This design comes from an exercise in tuning for small area on the open sky130 flow, not from production work.
Function was checked by simulation only, so behaviour that the tests miss may differ from the original.
The clock port is modelled as an ideal driver; clocking choices that lean on that would not hold on a real chip.
Power and IR drop assume default switching activity.

Design lrm_core, start of the top module:
module lrm_core (
    input  wire        clk,
    input  wire        rst,
    input  wire        cell_in,
    input  wire        arm_in,
    input  wire        sleep_in,
    input  wire [31:0] ms_now,
    input  wire        rx_valid,
    input  wire [7:0]  rx_byte,
    input  wire        tx_ready,
    output reg         rx_ack,
    output reg         tx_valid,
    output reg  [7:0]  tx_byte,
    output wire        ind_axle,
    output wire        ind_error,
    output wire        ind_status
);
    localparam [2:0] S_IDLE  = 3'b000;
    localparam [2:0] S_SLEEP = 3'b001;
    localparam [2:0] S_RDY   = 3'b010;   
    localparam [2:0] S_POFF  = 3'b011;   
    localparam [2:0] S_PON0  = 3'b100;   
    localparam [2:0] S_PON1  = 3'b101;   
    localparam [2:0] S_ERR0  = 3'b110;   
    localparam [2:0] S_ERR1  = 3'b111;   
    localparam [3:0] M_ECHO  = 4'h0;
    localparam [3:0] M_AXLE  = 4'h1;
    localparam [3:0] M_ERR   = 4'h2;
    localparam [3:0] M_OK    = 4'h3;
    localparam [3:0] M_NOK   = 4'h4;
    localparam [3:0] M_ON    = 4'h5;
    localparam [3:0] M_OFF   = 4'h6;
    localparam [3:0] M_RERR  = 4'h7;
    localparam [3:0] M_LEN   = 4'h8;
    localparam [3:0] M_START = 4'h9;
    localparam [3:0] M_STOP  = 4'hA;
    localparam [3:0] M_ERR0  = 4'hB;   
    reg [2:0]  st;
    reg [2:0]  lenk;         
    reg [3:0]  thr_on, thr_off;
    reg [1:0]  thr_err;
    reg [31:0] mbuf;
    reg [5:0]  msum;
    reg [12:0] on_dur;
    reg [31:0] off_dur;
    reg [31:0] T;
    reg [13:0] D;
    reg [15:0] axle_cnt, pb_cnt;
    reg        pb_zero;      
    reg        busy, esc;
    reg [3:0]  ty, pos;
    wire armed   = st[2] | st[1];
    wire started = st[0] & armed;
    wire w_off   = ~st[2] & st[1];
    wire w_on    = st[2] & ~st[1];
    wire w_err   = st[2] & st[1];
    assign ind_status = armed;
    assign ind_axle   = st[2];
    assign ind_error  = w_err;
    reg        evicted;
  ...
Size in the first run: ~190 flip-flops, ~60 I/O pins.
export LEC_CHECK = 0
export ABC_AREA = 1
export CAP_MARGIN = 20
export CORE_MARGIN = 2
export CORE_UTILIZATION = 80
export PLACE_DENSITY = 0.88
export SLEW_MARGIN = 20
create_clock -name core_clock -period 30.0 [get_ports {clk}]
standard.sh (not shown) runs the stock make flow with config.mk's settings and CLKGATE_MAP_FILE= SYNTH_SCRIPT=/design/flow/synth_recipe.tcl, a recipe that flattens the netlist after the stock synthesis.
==> flow/flow/run.sh <==
#!/bin/bash
# Layout: the standard ORFS flow (standard.sh) with these changes:
#  - synthesis: synth_recipe.tcl plus an area-oriented ABC script and no
#    adder pre-mapping (flow/synth.tcl, flow/area.abc); same registers;
#  - ports are buffered with buf_1 cells;
#  - the clock tree uses clkbuf_4/clkbuf_8 without dummy loads; after CTS
#    each clock buffer is sized to the smallest of clkbuf_4/8/16 that keeps
#    its flip-flop clock pins at or below 110 ps (flow/fixclk.tcl).
# Each step's full log is in orfs/logs/; the make output is in layout.log.
set -euo pipefail
here=$(pwd)
export LRM_ABC_SCRIPT=$here/flow/area.abc
export BUFFER_PORTS_ARGS="-buffer_cell sky130_fd_sc_hd__buf_1"
export CTS_ARGS="-sink_clustering_enable -repair_clock_nets -dont_use_dummy_load -buf_list {sky130_fd_sc_hd__clkbuf_4 sky130_fd_sc_hd__clkbuf_8}"
export POST_CTS_TCL=$here/flow/fixclk.tcl
sed "s|SYNTH_SCRIPT=[^ ]*|SYNTH_SCRIPT=$here/flow/synth.tcl|" standard.sh > layout.sh
grep -q "SYNTH_SCRIPT=$here/flow/synth.tcl" layout.sh
bash layout.sh > layout.log 2>&1
Other scripts of this flow, unchanged in this note and not shown: flow/flow/area.abc, flow/flow/fixclk.tcl, flow/flow/synth.tcl
Rerun with:
--- a/flow/design.v
+++ b/flow/design.v
@@ -43,15 +43,15 @@
     reg [5:0]  msum;
     reg [12:0] on_dur;
     reg [31:0] off_dur;
     reg [31:0] T;
     reg [13:0] D;
     reg [15:0] axle_cnt, pb_cnt;
     reg        pb_zero;      
-    reg        busy, esc;
+    reg        esc;
     reg [3:0]  ty, pos;
     wire armed   = st[2] | st[1];
     wire started = st[0] & armed;
     wire w_off   = ~st[2] & st[1];
     wire w_on    = st[2] & ~st[1];
     wire w_err   = st[2] & st[1];
     assign ind_status = armed;
@@ -286,33 +286,23 @@
                             if (ev_rec) n_st = {2'b01, st[0]};
                         end
                     endcase
                 end
             end
         endcase
     end
-    reg [7:0] rval;
-    always @(*) begin
-        case (ty)
-            M_LEN:   rval = {1'b0, len};
-            M_ON:    rval = {4'd0, thr_on};
-            M_OFF:   rval = {4'd0, thr_off};
-            M_RERR:  rval = {6'd0, thr_err};
-            default: rval = D[7:0];
-        endcase
-    end
     wire stst = (ty == M_START) || (ty == M_STOP);
     wire acd  = (ty == M_STOP) || (ty == M_ERR0);
     reg [7:0] pb;
     reg [3:0] adv_pos;
     always @(*) begin
         case (pos[2:0])
             3'd1: pb = (ty == M_ECHO) ? 8'hF1 :
                        (ty == M_ERR0) ? 8'h02 : {4'd0, ty};
-            3'd2: pb = stst ? pb_cnt[7:0] : rval;
+            3'd2: pb = stst ? pb_cnt[7:0] : D[7:0];
             3'd3: pb = pb_cnt[15:8];
             3'd4: pb = acd ? axle_cnt[7:0]  : T[7:0];
             3'd5: pb = acd ? axle_cnt[15:8] : T[15:8];
             3'd6: pb = (ty == M_ERR0) ? D[7:0] : T[23:16];
             3'd7: pb = (ty == M_ERR0) ? {2'b00, D[13:8]} : T[31:24];
             default: pb = 8'h00;
         endcase
@@ -326,40 +316,39 @@
             3'd6:    adv_pos = 4'd7;
             default: adv_pos = 4'd8;
         endcase
     end
     wire special = (pb[7:2] == 6'b011111) && (pb[1:0] != 2'b11);
     wire p0 = (pos == 4'd0);
     wire do_esc = special & ~esc;
-    reg       n_busy, n_esc;
+    wire      busy = ~(pos[3] & pos[2]);
+    reg       n_esc;
     reg [3:0] n_pos, n_tyr;
     always @(*) begin
         tx_valid = (stage | busy) & tx_ready & (n_st != S_SLEEP);
         if (stage | p0)
             tx_byte = 8'h7C;
         else if (pos[3])
             tx_byte = 8'h7D;
         else if (do_esc)
             tx_byte = 8'h7E;
         else
             tx_byte = pb;
-        n_busy = busy;
         n_esc = esc;
         n_pos = pos;
         n_tyr = ty;
         if (stage) begin
-            n_busy = 1'b1;
             n_esc = 1'b0;
             n_tyr = n_ty;
             n_pos = {3'd0, tx_valid};
         end else if (tx_valid) begin
             if (p0) begin
                 n_pos = 4'd1;
             end else if (pos[3]) begin
-                n_busy = 1'b0;
+                n_pos = 4'hC;
             end else if (do_esc) begin
                 n_esc = 1'b1;
             end else begin
                 n_esc = 1'b0;
                 n_pos = adv_pos;
             end
         end
@@ -377,38 +366,48 @@
         assign pc_c[gi+1] = pc_b[gi] & pc_c[gi];
     end endgenerate
     wire t_hold = ~(ld_t_ms | ld_t_mid | ld_t_off);
     wire [31:0] n_T = ({32{ld_t_ms}}  & ms_now)
                     | ({32{ld_t_mid & ~ld_t_ms}} & mid)
                     | ({32{ld_t_off & ~ld_t_ms & ~ld_t_mid}} & {2'b00, off_dur[31:2]})
                     | ({32{t_hold}}   & T);
+    reg [7:0] rbyte;
+    always @(*) begin
+        case (cmd_ty)
+            M_LEN:   rbyte = {1'b0, len};
+            M_ON:    rbyte = {4'd0, thr_on};
+            M_OFF:   rbyte = {4'd0, thr_off};
+            M_RERR:  rbyte = {6'd0, thr_err};
+            default: rbyte = rx_byte;
+        endcase
+    end
     wire d_hold = ~(ld_d_off | ld_d_on | ld_d_b);
     wire [7:0] n_D = ({8{ld_d_off}} & off_dur[25:18])
                    | ({8{ld_d_on & ~ld_d_off}} & n_on[9:2])
-                   | ({8{ld_d_b & ~ld_d_off & ~ld_d_on}} & rx_byte)
+                   | ({8{ld_d_b & ~ld_d_off & ~ld_d_on}} & rbyte)
                    | ({8{d_hold}} & D[7:0]);
     wire [31:0] n_mbuf;
     assign n_mbuf[0] = ~(armed & cell_in);
     generate for (gi = 1; gi < 32; gi = gi + 1) begin : g_mbuf
         if (gi % 2 == 1)
             assign n_mbuf[gi] = armed & ~mbuf[gi-1];
         else
             assign n_mbuf[gi] = ~(armed & mbuf[gi-1]);
     end endgenerate
     always @(posedge clk) begin
         if (rst) begin
             st      <= S_IDLE;
+            pos     <= 4'hC;
             lenk    <= 3'd4;
             thr_on  <= 4'd1;
             thr_off <= 4'd1;
             thr_err <= 2'd3;
-            busy    <= 1'b0;
         end else begin
             st   <= n_st;
-            busy <= n_busy;
+            pos  <= n_pos;
             if (cmd_exec && set_err) thr_err <= v_err;
             if (cmd_exec && set_off) thr_off <= v_off;
             if (cmd_exec && set_on)  thr_on  <= v_on;
             if (cmd_exec && set_len) lenk    <= b[2:0];
         end
     end
     always @(posedge clk) begin
@@ -423,11 +422,10 @@
         axle_cnt <= ld_d_off ? off_dur[17:2] : n_ac;
         pb_cnt <= n_pc;
         if (first_axle)
             pb_zero <= 1'b0;
         else if (set_pz)
             pb_zero <= 1'b1;
         ty  <= n_tyr;
-        pos <= n_pos;
         esc <= n_esc;
     end
 endmodule
Wire length rose by 0.87%.
Clock skew rose by 0.0057 ns.
Total power fell by 0.45%.
Fmax fell by 4.6%.
Worst setup slack gets worse by 0.82 ns.
Via count rose by 2.8%.
First-iteration DRC count fell by 0.51%.
Die area fell by 0.41%.
Non-clock buffer count is unchanged.
Critical path depth fell by 2.

-- what the ideal ports hide --
In the flow no input, the clock included, has a driving cell. The finished layouts below were timed again as built, in two steps. Step 1: set_driving_cell puts a clkbuf_16 on clk and a buf_2 on each other input, an assumption about the parent block. Step 2 also shifts input and output timing later by t, the mid clock arrival at the registers, as if the neighbouring blocks saw the same clock. Three values: ideal, step 1, step 2; two values: the first two.
run | shift t [ns] | setup WS [ns] | hold slack, ns | worst setup path at the end | worst register clock-pin slew, ns
the first run | 0.644 | 13.056 / 13.035 / 13.035 | 0.371 / 0.371 / 0.371 | input to output | 0.11 / 0.11
the second run | 0.647 | 12.232 / 12.212 / 12.212 | 0.363 / 0.363 / 0.363 | input to output | 0.11 / 0.12
After both steps setup and hold are still met in every run listed. For the first run, which loses most, drivers alone change the setup slack by -0.021 ns; drivers and shift together by -0.021 ns.
